Source: an optimization exercise on an open RTL-to-GDS flow (aim: small area, a short achievable clock period and few clock cycles per item). Production flows keep margins and buffers that such runs may drop.
No functional check of the RTL was part of this run.
Power is estimated from default activity; no workload was simulated.

==> flow/design.v <==
module fcu_fclose (
    input  wire [63:0] a,
    input  wire [63:0] b,
    output wire [63:0] udist,
    output wire        ucls,
    output wire        fclose,
    output wire        aeq
);
    wire        sa = a[63];
    wire        sb = b[63];
    wire [10:0] ea = a[62:52];
    wire [10:0] eb = b[62:52];
    wire [51:0] fa = a[51:0];
    wire [51:0] fb = b[51:0];
    wire a_expmax = &ea;
    wire b_expmax = &eb;
    wire a_nan    = a_expmax & (|fa);
    wire b_nan    = b_expmax & (|fb);
    wire [64:0] dab = {1'b0, a} - {1'b0, b};
    assign udist = dab[64] ? (64'd0 - dab[63:0]) : dab[63:0];
    assign ucls  = (udist[63:3] == 61'd0) & ~(udist[2] & (|udist[1:0]));
    wire        a_nz = |ea;
    wire        b_nz = |eb;
    wire [10:0] ea1  = {ea[10:1], ea[0] | ~a_nz};
    wire [10:0] eb1  = {eb[10:1], eb[0] | ~b_nz};
    wire [52:0] ma   = {a_nz, fa};
    wire [52:0] mb   = {b_nz, fb};
    wire        a_ge = (ea1 >= eb1);
    wire        eeq  = (ea1 == eb1);
    wire [10:0] dab_e = ea1 - eb1;
    wire [10:0] dba_e = eb1 - ea1;
    wire [10:0] dexp  = a_ge ? dab_e : dba_e;
    wire [10:0] ex1   = a_ge ? ea1 : eb1;
    wire [52:0] mx    = a_ge ? ma : mb;
    wire [52:0] my    = a_ge ? mb : ma;
    wire [5:0]  sh     = (dexp[10:6] != 5'd0) ? 6'd63 : dexp[5:0];
    wire [54:0] my_ext = {my, 2'b00};
    wire [54:0] my_sh  = my_ext >> sh;
    wire [54:0] lost   = ~({55{1'b1}} << sh);
    wire        sticky = |(my_ext & lost);
    wire        same = (sa == sb);
    wire [55:0] mx4  = {1'b0, mx, 2'b00};
    wire [55:0] yop  = same ? ~{1'b0, my_sh} : {1'b0, my_sh};
    wire [55:0] s    = mx4 + yop + {55'd0, same | sticky};
    wire [55:0] v = (same & eeq) ? {udist[53:0], 2'b00} : s;
    reg [55:0] k;
    always @(*) begin
        if (ex1 <= 11'd969)
            k = {56{1'b1}};
        else if (ex1 >= 11'd1026)
            k = 56'd0;
        else begin
            k = 56'd1 << (11'd1025 - ex1);
            if (ex1 <= 11'd972) k = k | (56'd1 << (11'd972 - ex1));
        end
    end
    assign fclose = ~a_expmax & ~b_expmax & (v <= k);
    assign aeq    = ~a_nan & ~b_nan & (fclose | (same & ucls));
endmodule
module fcu (
    input  wire        clk,
    input  wire        rst,
    input  wire        cmd_valid,
    output wire        cmd_ready,
    input  wire [7:0]  cmd_word,
    input  wire [63:0] cmd_data,
    output reg         rsp_valid,
    output reg  [1:0]  rsp_status,
    output wire [63:0] rsp_data
);
    localparam [3:0] OP_LDW   = 4'h1;
    localparam [3:0] OP_CPW   = 4'h2;
    localparam [3:0] OP_SIGN  = 4'h3;
    localparam [3:0] OP_EXPO  = 4'h4;
    localparam [3:0] OP_SIGF  = 4'h5;
    localparam [3:0] OP_BITS  = 4'h6;
    localparam [3:0] OP_FVAL  = 4'h7;
    localparam [3:0] OP_ISNAN = 4'h8;
    localparam [3:0] OP_FCLS  = 4'h9;
    localparam [3:0] OP_UCLS  = 4'hA;
    localparam [3:0] OP_UDIST = 4'hB;
    localparam [3:0] OP_AEQ   = 4'hC;
    localparam [3:0] OP_EQRW  = 4'hD;
    localparam [3:0] OP_EQWR  = 4'hE;
    reg [63:0] p0, p1;
    reg [1:0]  map;
    reg [1:0]  xv;
    reg [63:0] z;
    reg        busy;         
    reg        eqm;          
    assign cmd_ready = ~busy;
    assign rsp_data  = z;
    wire accept = cmd_valid & ~busy & ~rst;
    wire [3:0] op  = cmd_word[3:0];
    wire       sel = cmd_word[4];
    wire       illegal = (cmd_word[7:5] != 3'b000) | (op == 4'h0) | (op == 4'hF);
    wire       ms  = sel ? map[1] : map[0];
    wire       mt  = sel ? map[0] : map[1];
    wire       xvs = sel ? xv[1] : xv[0];
    wire       xvt = sel ? xv[0] : xv[1];
    wire       rd_s = (op >= OP_SIGN);
    wire       rd_t = (op == OP_CPW) | (op == OP_FCLS) | (op == OP_UCLS) |
                      (op == OP_UDIST) | (op == OP_AEQ);
    wire       uncons = (rd_s & ~xvs) | (rd_t & ~xvt);
    wire       ok  = ~illegal & ~uncons;
    wire       is_eq = (op == OP_EQRW) | (op == OP_EQWR);
    wire [63:0] ua = busy ? z : p0;
    wire [63:0] ub = (busy & ~eqm) ? p0 : p1;
    wire [63:0] u_dist;
    wire        u_ucls, u_fcls, u_aeq;
    fcu_fclose u_pair (
        .a      (ua),
        .b      (ub),
        .udist  (u_dist),
        .ucls   (u_ucls),
        .fclose (u_fcls),
        .aeq    (u_aeq)
    );
    wire        shared = (map[0] == map[1]);
    wire [63:0] pk     = map[0] ? p1 : p0;
    wire        pk_max = &pk[62:52];
    wire        pk_nan = pk_max & (|pk[51:0]);
    wire [63:0] xs    = ms ? p1 : p0;
    wire        nan_s = (&xs[62:52]) & (|xs[51:0]);
    reg [63:0] result;
    always @(*) begin
        case (op)
            OP_SIGN:  result = {xs[63], 63'd0};
            OP_EXPO:  result = {1'b0, xs[62:52], 52'd0};
            OP_SIGF:  result = {12'd0, xs[51:0]};
            OP_BITS:  result = xs;
            OP_FVAL:  result = xs;
            OP_ISNAN: result = {63'd0, nan_s};
            OP_FCLS:  result = {63'd0, shared ? ~pk_max : u_fcls};
            OP_UCLS:  result = {63'd0, shared | u_ucls};
            OP_UDIST: result = shared ? 64'd0 : u_dist;
            OP_AEQ:   result = {63'd0, shared ? ~pk_nan : u_aeq};
            OP_EQRW, OP_EQWR:
                      result = cmd_data;
            default:  result = 64'd0;
        endcase
    end
    wire do_ldw = accept & ok & (op == OP_LDW);
    wire do_cpw = accept & ok & (op == OP_CPW);
    wire do_eq  = accept & ok & is_eq;
    always @(posedge clk) begin
        if (do_ldw & ~mt) p1 <= cmd_data;
        if (do_ldw &  mt) p0 <= cmd_data;
    end
    always @(posedge clk) begin
        if (busy)
            z <= {63'd0, u_aeq};
        else
            z <= ok ? result : 64'd0;
        if (~busy)
            eqm <= ms;
    end
    always @(posedge clk) begin
        if (rst) begin
            xv        <= 2'b00;
            map       <= 2'b10;
            busy      <= 1'b0;
            rsp_valid <= 1'b0;
        end else begin
            busy      <= do_eq;
            rsp_valid <= busy | (accept & ~do_eq);
            if (do_ldw | do_cpw) begin
                xv[sel]  <= 1'b1;
                map[sel] <= do_ldw ? ~mt : mt;
            end
        end
    end
    always @(posedge clk) begin
        if (busy)
            rsp_status <= 2'd0;
        else
            rsp_status <= illegal ? 2'd1 : uncons ? 2'd2 : 2'd0;
    end
endmodule
==> flow/run.sh <==
#!/bin/bash
# synth_recipe.tcl (not shown) runs the flow's synth.tcl, then flattens the netlist and writes it again
# the make line also repeats each setting of config.mk as NAME=value (left out here)
make -C /OpenROAD-flow-scripts/flow DESIGN_CONFIG=/design/flow/config.mk WORK_HOME=/design/flow/orfs CLKGATE_MAP_FILE= SYNTH_SCRIPT=/design/flow/synth_recipe.tcl finish
==> flow/config.mk <==
export PLATFORM = sky130hd
export DESIGN_NAME = fcu
export DESIGN_NICKNAME = fcu
export VERILOG_FILES = /design/flow/design.v
export SDC_FILE = /design/flow/constraint.sdc
export NUM_CORES = 4
export LEC_CHECK = 0
export CAP_MARGIN = 20
export CORE_MARGIN = 2
export CORE_UTILIZATION = 30
export SLEW_MARGIN = 20
==> flow/constraint.sdc <==
create_clock -name core_clock -period 28.0 [get_ports {clk}]
set_input_delay 5.6000 -clock core_clock [delete_from_list [all_inputs] [get_ports {clk}]]
set_output_delay 5.6000 -clock core_clock [all_outputs]
set_load 0.01 [all_outputs]
==> notes.md <==
sequential cells by signal, indices dropped and copies added (netlist names), named ones only:
signal      count
eqm             1
z              64
p0             64
rsp_valid       1
xv              2
busy            1
p1             64
rsp_status      2
tightest hold or removal path: stages, from the launching register on:
cell,delay (ps)
dfxtp_1,320
inv_1,50
a21oi_1,50
through the flow:
step	setup WS (ps)	cells
after CTS	13910	5351
after detailed placement	13970	5307
after global placement	14220	5307
final	13590	5357
after global routing	12680	5352
after floorplan	15540	4031
cell usage in the layout (no fill, tap or decap), types with 34 or more instances in the layout:
master | synthesis | routed
nand2_1 | 491 | 488
nor2_1 | 472 | 468
a21oi_1 | 452 | 452
ha_1 | 196 | 193
o21ai_0 | 188 | 186
mux2i_1 | 152 | 149
clkdlybuf4s50_1 | 0 | 142
edfxtp_1 | 129 | 129
buf_4 | 9 | 116
a21o_1 | 113 | 113
nor3_1 | 117 | 111
xnor2_1 | 109 | 108
nand3_1 | 97 | 96
inv_1 | 88 | 87
xor2_1 | 88 | 87
nor4_1 | 87 | 84
nand4_1 | 74 | 74
mux2_2 | 72 | 72
dfxtp_1 | 72 | 71
a211oi_1 | 60 | 60
a31oi_1 | 50 | 50
nor2b_1 | 40 | 40
and2_1 | 41 | 40
and3_1 | 37 | 37
or3_1 | 37 | 37
nand2b_1 | 35 | 34
routing by layer:
metal / up-vias / routed length, um
met5: - / 33
li1: 15111 / -
met3: 413 / 18590
met4: 4 / 8244
met2: 2224 / 62800
met1: 16154 / 62360
final cells by class:
cell class	count	area, um2
fillers	10347	63500
multi-input cells	3481	22390
flip-flops and latches	201	5319
repair buffers	259	2297
well taps	1276	1597
clock buffers	35	701.9
inverters	91	341.6
clock inverters	9	117.6
diodes	5	12.51
cells by family (layout without fill, tap and decap cells):
group,count (synthesis),after routing,synth area share
other cells,0,5,0
buf+inv,349,394,0.05067
fa+ha+maj,200,200,0.08695
compound gates,1249,1249,0.2772
flops,201,201,0.1832
simple gates,1609,1609,0.2608
mux,226,226,0.08168
xor+xnor,197,197,0.05947
where the power goes:
group | total [mW] | switching (mW) | leakage [nW] | internal (mW)
clock network | 0.335 | 0.142 | 0.393 | 0.193
logic | 0.0533 | 0.0316 | 10.9 | 0.0216
registers | 0.316 | 0.000564 | 1.74 | 0.315
worst paths after layout:
check / startpoint / end / slack (ps) / cells past startpoint
setup reg to reg: busy / z[0] / 13590 / 47
setup / recovery: busy / z[0] / 13590 / 47
hold / removal: xv[1] / xv[1] / 470 / 2
hold reg to reg: xv[1] / xv[1] / 470 / 2
==> reports/qor.txt <==
Critical-path top delay cell = a21oi_1
final count of negative-setup-slack endpoints = 0
Yosys reg bits = 201
Core Region = 96280 um2
Die X = 315.0 um
outcome = complete, no violations
TritonCTS clock tree = done
asr flop ratio synth = 0
Die Y = 315.0 um
Initial Utilization = 0.3013
commonest cells in the netlist = nand2_1, nor2_1, a21oi_1
unrepaired setup endpoints after global routing = no
first drt pass iteration count = 8
Area Overhead vs Synth = 12.99%
Routed WL = 152.0 mm
share of Yosys cell area claimed by the top area cell type = 0.1335
H-Tree Depth = 1
Tot GR Track Use = 0.2925
crit-path max FO = 91
Pwr Total = 0.7041 mW
Inserted Clock Buffers = 24
clk latency of the worst-skew pair = 580 ps
GR Layer Usage met3 = 0.06216
vias in the first global route = 30.52k
Tightest Pin Transition = 1257 ps
crit end category = flip-flop
Post-Synthesis Cells = 4031
Most used DFF post-synth = edfxtp_1
Synth area leaders = edfxtp_1, ha_1, a21oi_1
hold_ws = 470.6 ps
FP Rows = 114
Largest delay share family, worst path = compound AO/OA/AOI/OAI gates
Routed wire per std cell = 28.38 um
PostCTS Resize Cnt = 0
Initial DRC Count = 5297
Final Util = 0.3405
clk sinks = 201
GRT Max-Usage Layer = met2
library cells used by synthesis = 100
Fmax = 69.37 MHz
global-route wire length before repair = 216.0 mm
Pleak = 13.06 nW
min Tclk post-route = 14420 ps
cell repeated most along the worst path = a21oi_1
fin area = 32780 um2
cell area power density = 21.48 nW/um2
worst path buffer plus inverter count = 5
CP Launch Type = flip-flop
Clock Tree Buf Depth = 3
VDD IR max = 0.00004507 V
Reg clk slew, reported paths = 70 ps
DRT antenna net count = 0
post-CTS setup buffer count = 0
Root Driver = clkbuf_16
layout cell share with drive strength beyond 1 = 0.07409
grt met1 use = 0.4052
delay of the slowest critical-path stage = 850 ps
worst path required time = 28470 ps
max-slew violations = 0
number of hold buffers added after cts = 0
Post-synth EDFFs = 129
Port Buffers = 142
sequential area share after synthesis = 0.1832
DP Area = 31920 um2
grt ovf = 0
Warnings, synthesis = 2
arrival time worst endpoint = 14880 ps
synthesized area = 29010 um2
drt via density = 6.329
final period utilization = 0.5148
kind of critical path = reg -> reg
die area = 99210 um2
Final Hold Fails = 0
final layout net count = 4332
skew final = 22.85 ps
leading area contributor after synthesis = edfxtp_1
met2 Track Usage GR = 0.4339
antenna violations before repair = 6
Detailed Place HPWL = 121.0 mm
syn_area_per_cell = 7.197 um2
syn nets = 4305
Remaining DRCs = 0
Placer Congestion = 1.114
max_cap viols = 0
largest net degree at the start of global routing = 92
HP Class = reg -> reg
IO Count = 143
most common cell in the netlist = nand2_1
Setup TNS = 0 ps
Max-slew headroom = 0.1563
Vias = 33.91k

[re-timing with driven ports]
Ports are ideal in the flow. The routed layout listed here was re-timed in OpenROAD.
Step 1 assumes that a clkbuf_16 drives the clock port and a buf_2 every other input.
Step 2 also shifts input and output timing later by t, the mid clock arrival at the registers, as if the neighbouring blocks saw the same clock.
Slacks: no drivers / after step 1 / after step 2; pairs: no drivers / after step 1.
t (ns): 0.611
setup WS [ns]: 13.585 / 13.585 / 13.585
worst setup path at the end: register to register
worst slew at a driven data input, ns: 0.09
After both steps setup and hold are still met in this run. The setup slack of this run moves by 0.000 ns with the drivers and by 0.000 ns with both steps.
